From an optimization exercise on the open Yosys and OpenROAD flow, aimed at small area, a short achievable clock period and few clock cycles per item; shortcuts taken in it are not production practice. Function was checked by simulation only, so behaviour that the tests miss may differ from the original. No activity file was given, so power comes from the tool's default toggle rates.

==> flow/design.v <==
module ppsb_fp_diff (
    input  wire [31:0] a,         
    input  wire [31:0] v,         
    input  wire [31:0] b,         
    output wire [30:0] d_lo,      
    output wire [30:0] d_hi,      
    output wire        inf_lo,    
    output wire        inf_hi,    
    output wire [1:0]  etop       
);
    localparam FT = 28;           
    wire a_inf = (a[30:23] == 8'hFF);
    wire b_inf = (b[30:23] == 8'hFF);
    wire        a_norm = (a[30:23] != 8'd0);
    wire        v_norm = (v[30:23] != 8'd0);
    wire        b_norm = (b[30:23] != 8'd0);
    wire [7:0]  ea = {a[30:24], a[23] | !a_norm};
    wire [7:0]  ev = {v[30:24], v[23] | !v_norm};
    wire [7:0]  eb = {b[30:24], b[23] | !b_norm};
    wire [7:0]  el = a_inf ? ev : ea;
    wire [7:0]  ef = (el > eb) ? el : eb;
    wire [7:0]  sha = ef - ea;
    wire [7:0]  shv = ef - ev;
    wire [7:0]  shb = ef - eb;
    wire [FT:0] xa, xv, xb;
    ppsb_fp_align #(.W(FT + 1)) u_aa (.m({a_norm, a[22:0]}), .sh(sha), .x(xa));
    ppsb_fp_align #(.W(FT + 1)) u_av (.m({v_norm, v[22:0]}), .sh(shv), .x(xv));
    ppsb_fp_align #(.W(FT + 1)) u_ab (.m({b_norm, b[22:0]}), .sh(shb), .x(xb));
    wire [FT+1:0] pa = {1'b0, xa};
    wire [FT+1:0] pv = {1'b0, xv};
    wire [FT+1:0] pb = {1'b0, xb};
    wire [FT+1:0] dlo = (v[31] ? ~pv : pv) + (a[31] ? pa : ~pa) + {{FT+1{1'b0}}, v[31] | !a[31]};
    wire [FT+1:0] dhi = (b[31] ? ~pb : pb) + (v[31] ? pv : ~pv) + {{FT+1{1'b0}}, b[31] | !v[31]};
    assign d_lo   = {1'b0, dlo};
    assign d_hi   = {1'b0, dhi};
    assign inf_lo = a_inf;
    assign inf_hi = b_inf;
    assign etop   = {ef == 8'd253, ef == 8'd254};
endmodule
module ppsb_fp_align #(
    parameter W = 29
) (
    input  wire [23:0]  m,
    input  wire [7:0]   sh,
    output wire [W-1:0] x
);
    reg [W-1:0] r;
    reg         st;
    always @(*) begin
        r  = {m, {(W - 24){1'b0}}};
        st = 1'b0;
        if (sh[0]) begin st = st | r[0];       r = r >> 1;  end
        if (sh[1]) begin st = st | (|r[1:0]);  r = r >> 2;  end
        if (sh[2]) begin st = st | (|r[3:0]);  r = r >> 4;  end
        if (sh[3]) begin st = st | (|r[7:0]);  r = r >> 8;  end
        if (sh[4]) begin st = st | (|r[15:0]); r = r >> 16; end
        if (sh[7:5] != 3'd0) begin
            r  = {W{1'b0}};
            st = |m;
        end
    end
    assign x = {r[W-1:1], r[0] | st};
endmodule
module ppsb_fp_pick (
    input  wire [30:0] d_lo,
    input  wire [30:0] d_hi,
    input  wire        inf_lo,
    input  wire        inf_hi,
    input  wire [1:0]  etop,
    output wire        upper
);
    wire [30:0] r_lo, r_hi;
    ppsb_fp_frnd u_rlo (.d(d_lo), .r(r_lo));
    ppsb_fp_frnd u_rhi (.d(d_hi), .r(r_hi));
    wire big_lo = inf_lo || (etop[0] && (r_lo[30] || r_lo[29])) || (etop[1] && r_lo[30]);
    wire big_hi = inf_hi || (etop[0] && (r_hi[30] || r_hi[29])) || (etop[1] && r_hi[30]);
    assign upper = !big_hi && (big_lo || (r_hi < r_lo));
endmodule
module ppsb_fp_frnd (
    input  wire [30:0] d,
    output wire [30:0] r
);
    reg  [30:0] keep;
    reg         above;
    integer     j;
    always @(*) begin
        above = 1'b0;
        for (j = 30; j >= 0; j = j - 1) begin
            if (j + 24 <= 30)
                above = above | d[j + 24];
            keep[j] = !above;
        end
    end
    wire [30:0] lsb_at = keep & ~{keep[29:0], 1'b0};
    reg         lsb, rb, sb;
    always @(*) begin
        lsb = |(d & lsb_at);
        rb  = 1'b0;
        sb  = 1'b0;
        for (j = 0; j < 30; j = j + 1) begin
            rb = rb | (d[j] & !keep[j] & keep[j + 1]);
            sb = sb | (d[j] & !keep[j + 1]);
        end
    end
    wire up = rb && (sb || lsb);
    assign r = (d & keep) + (up ? lsb_at : 31'd0);
endmodule
module ppsb_packer (
    input  wire        clk,
    input  wire        rst,
    input  wire        cfg_we,
    input  wire [4:0]  cfg_addr,
    input  wire [31:0] cfg_data,
    input  wire        in_valid,
    output wire        in_ready,
    input  wire [31:0] in_phase,
    output reg         out_valid,
    input  wire        out_ready,
    output reg  [23:0] out_px0,    
    output reg  [23:0] out_px1,    
    output reg  [23:0] out_px2,    
    output reg  [23:0] out_px3     
);
    genvar g;
    integer t;
    wire        cd_zero = (cfg_data[30:0] == 31'd0);
    wire        cd_nan  = (cfg_data[30:23] == 8'hFF) && (cfg_data[22:0] != 23'd0);
    wire [31:0] lut_wd  = rst ? 32'd0 : {cfg_data[31] & ~cd_zero, cfg_data[30:0]};
    wire        nan_wd  = !rst && cd_nan;
    wire [31:0] code_wd = rst ? 32'd0 : cfg_data;
    reg  [31:0] lut [0:16];
    reg  [16:0] lnan;
    reg  [63:0] code_tab;
    generate
        for (g = 0; g < 17; g = g + 1) begin : tab
            always @(posedge clk)
                if (rst || (cfg_we && cfg_addr == g)) begin
                    lut[g]  <= lut_wd;
                    lnan[g] <= nan_wd;
                end
        end
    endgenerate
    always @(posedge clk) begin
        if (rst || (cfg_we && cfg_addr == 5'd17))
            code_tab[31:0] <= code_wd;
        if (rst || (cfg_we && cfg_addr == 5'd18))
            code_tab[63:32] <= code_wd;
    end
    reg  [1:0] credit;
    reg  [4:0] in_plane;
    assign in_ready = !credit[1];
    wire in_fire  = in_valid && in_ready;
    wire in_last  = in_fire && (in_plane == 5'd23);
    wire out_fire = out_valid && out_ready;
    always @(posedge clk) begin
        if (rst) begin
            credit   <= 2'd0;
            in_plane <= 5'd0;
        end else begin
            credit <= credit + {1'b0, in_last} - {1'b0, out_fire};
            if (in_fire)
                in_plane <= in_last ? 5'd0 : in_plane + 5'd1;
        end
    end
    reg [31:0] v0;
    reg        val0;
    always @(posedge clk) begin
        v0   <= in_phase;
        val0 <= !rst && in_fire;
    end
    wire        v_zero = (v0[30:0] == 31'd0);
    wire        v_nan  = (v0[30:23] == 8'hFF) && (v0[22:0] != 23'd0);
    wire        v_neg  = v0[31] && !v_zero;
    wire [16:0] lut_lt_v;    
    wire [16:0] v_lt_lut;    
    generate
        for (g = 0; g < 17; g = g + 1) begin : cmp
            wire l_neg = lut[g][31];
            wire m_lt  = lut[g][30:0] < v0[30:0];
            wire m_gt  = v0[30:0] < lut[g][30:0];
            assign lut_lt_v[g] = !lnan[g] &&
                ((l_neg && !v_neg) || (!l_neg && !v_neg && m_lt) || (l_neg && v_neg && m_gt));
            assign v_lt_lut[g] = !lnan[g] &&
                ((!l_neg && v_neg) || (!l_neg && !v_neg && m_gt) || (l_neg && v_neg && m_lt));
        end
    endgenerate
    wire [15:0] match = lut_lt_v[15:0] & v_lt_lut[16:1] & {16{!v_nan}};
    reg  [15:0] fm;
    reg         seen;
    integer     b;
    always @(*) begin
        seen = 1'b0;
        for (b = 0; b < 16; b = b + 1) begin
            fm[b] = match[b] && !seen;
            seen  = seen || match[b];
        end
    end
    reg [31:0] sel_lo, sel_hi;
    reg [3:0]  sel_clo, sel_chi;
    always @(*) begin
        sel_lo  = 32'd0;
        sel_hi  = 32'd0;
        sel_clo = seen ? 4'd0 : code_tab[3:0];
        sel_chi = seen ? 4'd0 : code_tab[3:0];
        for (t = 0; t < 16; t = t + 1) begin
            sel_lo  = sel_lo  | ({32{fm[t]}} & lut[t]);
            sel_hi  = sel_hi  | ({32{fm[t]}} & lut[t + 1]);
            sel_clo = sel_clo | ({4{fm[t]}} & code_tab[4 * t +: 4]);
            sel_chi = sel_chi | ({4{fm[t]}} & code_tab[4 * ((t + 1) % 16) +: 4]);
        end
    end
    reg [31:0] v1, lo1, hi1;
    reg [3:0]  clo1, chi1;
    reg        val1;
    always @(posedge clk) begin
        v1   <= v0;
        lo1  <= sel_lo;
        hi1  <= sel_hi;
        clo1 <= sel_clo;
        chi1 <= sel_chi;
        val1 <= !rst && val0;
    end
    wire [30:0] d_lo_w, d_hi_w;
    wire        inf_lo_w, inf_hi_w;
    wire [1:0]  etop_w;
    ppsb_fp_diff u_diff (
        .a(lo1), .v(v1), .b(hi1),
        .d_lo(d_lo_w), .d_hi(d_hi_w),
        .inf_lo(inf_lo_w), .inf_hi(inf_hi_w), .etop(etop_w)
    );
    reg [29:0] d_lo2, d_hi2;
    reg        inf_lo2, inf_hi2;
    reg [1:0]  etop2;
    reg [3:0]  clo2, chi2;
    reg        val2;
    always @(posedge clk) begin
        d_lo2   <= d_lo_w[29:0];
        d_hi2   <= d_hi_w[29:0];
        inf_lo2 <= inf_lo_w;
        inf_hi2 <= inf_hi_w;
        etop2   <= etop_w;
        clo2    <= clo1;
        chi2    <= chi1;
        val2    <= !rst && val1;
    end
    wire upper;
    ppsb_fp_pick u_pick (
        .d_lo({1'b0, d_lo2}), .d_hi({1'b0, d_hi2}),
        .inf_lo(inf_lo2), .inf_hi(inf_hi2), .etop(etop2),
        .upper(upper)
    );
    wire [3:0] code = upper ? chi2 : clo2;
    reg [23:0] acc0, acc1, acc2, acc3;
    reg [4:0]  wb_plane;
    reg        acc_full;
    wire       to_out = acc_full && (!out_valid || out_ready);
    always @(posedge clk) begin
        if (val2) begin
            acc0[wb_plane] <= code[1];
            acc1[wb_plane] <= code[3];
            acc2[wb_plane] <= code[0];
            acc3[wb_plane] <= code[2];
        end
        if (to_out) begin
            out_px0 <= acc0;
            out_px1 <= acc1;
            out_px2 <= acc2;
            out_px3 <= acc3;
        end
    end
    always @(posedge clk) begin
        if (rst) begin
            wb_plane  <= 5'd0;
            acc_full  <= 1'b0;
            out_valid <= 1'b0;
        end else begin
            if (val2)
                wb_plane <= (wb_plane == 5'd23) ? 5'd0 : wb_plane + 5'd1;
            acc_full <= (val2 && wb_plane == 5'd23) || (acc_full && !to_out);
            if (to_out)
                out_valid <= 1'b1;
            else if (out_ready)
                out_valid <= 1'b0;
        end
    end
endmodule
==> flow/run.sh <==
#!/bin/bash
# synth_recipe.tcl (not shown) runs the flow's synth.tcl, then flattens the netlist and writes it again
# the make line also repeats each setting of config.mk as NAME=value (left out here)
make -C /OpenROAD-flow-scripts/flow DESIGN_CONFIG=/design/flow/config.mk WORK_HOME=/design/flow/orfs CLKGATE_MAP_FILE= SYNTH_SCRIPT=/design/flow/synth_recipe.tcl finish
==> flow/config.mk <==
export PLATFORM = sky130hd
export DESIGN_NAME = ppsb_packer
export DESIGN_NICKNAME = ppsb_packer
export VERILOG_FILES = /design/flow/design.v
export SDC_FILE = /design/flow/constraint.sdc
export NUM_CORES = 4
export LEC_CHECK = 0
export CAP_MARGIN = 20
export CORE_MARGIN = 2
export CORE_UTILIZATION = 40
export SLEW_MARGIN = 20
==> flow/constraint.sdc <==
create_clock -name core_clock -period 35.0 [get_ports {clk}]
set_input_delay 7.0000 -clock core_clock [delete_from_list [all_inputs] [get_ports {clk}]]
set_output_delay 7.0000 -clock core_clock [all_outputs]
set_load 0.01 [all_outputs]
==> out/metrics.csv <==
metric;value;unit
worstPathArrival;11.48;ns
grtUsageTotal;0.253;
power.share.clock;0.184;
cp_slowest_stage_delay;0.55;ns
combPwrFrac;0.575;
cell_internal_pwr;3.74;mW
cts.path.max_buffers;3;
finish.utilization;0.457;
clkSinkCount;1042;
route.antenna.remaining_nets;0;
drcViolationCount;0;
synth_compound_gate_area_share;0.159;
clkTransAtPathRegs;0.06;ns
floorplan.initialDensity;0.403;
post_synth_num_cell_types;100;
synth_top_family_by_area;compound AO/OA/AOI/OAI gates;
timing_worst_setup_path_type;flip-flop to flip-flop;
place.port_buffers;171;
run_status;finished clean;
path_max_fanout;33;
die_w;404;um
power_per_cell_area;95.7;nW/um^2
tns;0;ns
finClkSkew;0.0647;ns
drt-vias-per-instance;6.04;
worst_slew_margin_relative_to_its_limit;0.198;
cts_inserted_buffers;114;
crit-reg2reg-launch;lo1[30];
post_cts_resized;0;
drt-total-wl;212;mm
synth_simple_gate_area_frac;0.125;
terminating_pin_of_the_worst_hold_path;chi2[0];
dp_hpwl;160;mm
finalCritPeriodShare;0.310;
crit_path_top_delay_cell;or4_1;
gp_routability_congestion;0.953;
min_delay_path_depth;0;
grt.overflow.total;0;
num_vias;51000;
cts.hold.buffers_added;0;
post_route_cells_drive_above_1_share;0.0848;
rsz_0062_raised_after_global_routing;no;
post-route-cell-area;72400;um^2
grt_start_max_net_pins;85;
worstReg2RegEnd;d_lo2[28];
clk_root_buffer_cell;clkbuf_16;
minimum_clock_period_after_layout;10.84;ns
critPathRequiredTime;35.64;ns
timing.final.hold_violations;0;
postSynth.asyncResetShare;0;
synth_area_in_adders;0.133;
max_slew.worst_pin.slew;1.19;ns
syn_inst;6102;
netSwitchingFraction;0.461;
antenna_found_initial;11;
post-cts-setup-buffer-count;0;
setup_violations;0;
yosys_register_bits;1042;
timing_max_transition_violations_final;0;
cts_tree;done;
synth_xor_xnor_area_share;0.0325;
detail_route.first_pass.iterations;13;
placeableCoreArea;159000;um^2
worstSkewPairLatency;0.78;ns
cts_htree_levels;3;
ir_drop;0.121;mV
min_delay_startpoint;chi1[0];
reg2reg_slack;24.16;ns
post_synth_edffs;817;
fin_nets;7023;
fmax;92.3;MHz
via_count_of_the_first_global_routing_pass;48600;
reg2regPathDepth;42;
leakagePower;28.8;nW
netlist_area_before_placement;63900;um^2
die_h;404;um
timing.hold.worst.class;flip-flop to flip-flop;
top_library_cells_by_usage_in_the_layout_fill_and_taps_aside;edfxtp_1, ha_1, inv_1, nand2_1, nor2_1;
mostFrequentLayoutCell;edfxtp_1;
post_synth.cell_area_avg;10.5;um^2
yosys_warnings;4;
synth-seq-area-share;0.454;
power_frac_seq;0.241;
layout.filler_cells;14800;
std_cell_rows;146;
multiplexer_share_of_the_synthesized_area;0.0450;
placedInstanceArea;68400;um^2
global_route_wire_length_before_repair;311;mm
routed_len_inst;25.1;um
synth_top_flop_cell;edfxtp_1;
total_switching_power;3.19;mW
top_level_ports;172;
drt_first_iter_violations;5711;
floorplan.die_area;163000;um^2
area_growth_syn_to_layout;13.3;%
max_cap_viols;0;
crit_path_start_kind;flip-flop;
setup.worst_path.end_class;flip-flop;
metal layers:
metal,track usage,vias to the layer above,share of wire,routed length (um)
li1,-,23400,-,-
met2,0.401,2259,0.45,96400
met1,0.343,24900,0.42,89000
met5,0,-,0.00031,65
met3,0.0356,378,0.077,16300
met4,0.116,8,0.049,10500
kinds of logic (layout without fill, tap and decap cells):
group	after synthesis	after routing
muxes	235	235
adders and majority gates	672	672
buffers and inverters	852	1126
other	1	5
and+or+nand+nor	1634	1634
xor gates and xnor gates	237	237
AOI/OAI and AO/OA	1429	1429
DFF	1042	1042
power by group through the flow:
| stage | sequential [mW] | clock, mW | combinational, mW |
|---|---|---|---|
| global placement | 1.69 | 0 | 3.94 |
| finish | 1.67 | 1.28 | 3.98 |
| CTS | 1.66 | 1.29 | 3.96 |
| global route | 1.68 | 1.34 | 4.38 |
| floorplan | 1.62 | 0 | 2.87 |
| detailed placement | 1.69 | 0 | 3.94 |
cells in the mapped netlist, drive strengths merged, types with 140 or more instances:
library cell	count	area share
inv	614	0.036
dfxtp	225	0.070
edfxtp	817	0.38
nand3	207	0.016
nand2	493	0.029
xnor2	182	0.025
a21oi	304	0.024
clkbuf	187	0.011
o21ai	191	0.015
a221oi	152	0.021
nand4	140	0.014
ha	663	0.13
nor2	338	0.020
a22oi	213	0.025
flip-flops by register name, indices dropped and copies added, names as in the netlist, 17 cells and up:
name      flops
lut         544
code_tab     64
hi1          32
lo1          32
v0           32
v1           32
d_hi2        30
d_lo2        30
acc0         24
acc1         24
acc2         24
acc3         24
out_px0      24
out_px1      24
out_px2      24
out_px3      24
lnan         17
per-stage QoR:
| stage | hold slack, ns | setup slack [ns] | instances | power (mW) |
|---|---|---|---|---|
| after global placement | 0.312 | 24.34 | 8232 | 5.62 |
| final | 0.327 | 24.16 | 8452 | 6.93 |
| after CTS | 0.326 | 24.23 | 8448 | 6.92 |
| after detailed placement | 0.312 | 24.33 | 8232 | 5.63 |
| after floorplan | 0.310 | 23.12 | 6103 | 4.49 |
| after global routing | 0.331 | 23.42 | 8449 | 7.41 |
how the worst max path moves through the flow:
stage / startpoint / endpoint / cells after the start
after floorplan: out_ready / out_px0[0] / 2
after global placement: lo1[25] / d_lo2[28] / 41
after detailed placement: lo1[29] / d_lo2[28] / 41
after CTS: lo1[29] / d_lo2[28] / 41
after global routing: lo1[30] / d_lo2[28] / 42
final: lo1[30] / d_lo2[28] / 42
area by class of cell:
cell class,count,area (um^2),share of cell area
antenna,3,7.51,0.000104
tap,2072,2590,0.0358
timing repair buffer,295,2650,0.0366
multi-input combinational,4209,31900,0.440
clock buffer,147,3080,0.0425
sequential,1042,29000,0.401
clock inverter,69,846,0.0117
inverter,615,2310,0.0319
critical path, delay by kind of cell (launching register included):
family,cells,cell delay (ns)
AND/OR/NAND/NOR,11,2.34
flip-flops,1,0.40
XOR/XNOR,2,0.28
adder cells (fa/ha/maj),5,1.96
multiplexers,2,0.63
buffers and inverters,3,0.63
AO/OA/AOI/OAI,19,4.50
Testbench counts, summed over its fixed seeds: cycles 18,512, items 768.

## afterwards: timing with drivers on the ports
The results above use ideal ports. As a check the final layout listed here was re-extracted and re-timed, cells and wires unchanged.
Step 1: set_driving_cell puts a clkbuf_16 on clk and a buf_2 on each other input, an assumption about the parent block.
Step 2, shift: input delay + t, output delay - t, t = (earliest + latest rising clock arrival at the registers) / 2. This alone moves slack from input paths to output paths.
Three values: ideal, step 1, step 2; two values: the first two.
shift t [ns]: 0.831
setup WS [ns]: 24.160 / 24.160 / 24.160
hold WS [ns]: 0.327 / 0.327 / 0.327
latest minus earliest clock arrival (ns): 0.066 / 0.066
After both steps setup and hold are still met in this run. The setup slack of this run moves by 0.000 ns with the drivers and by 0.000 ns with both steps.
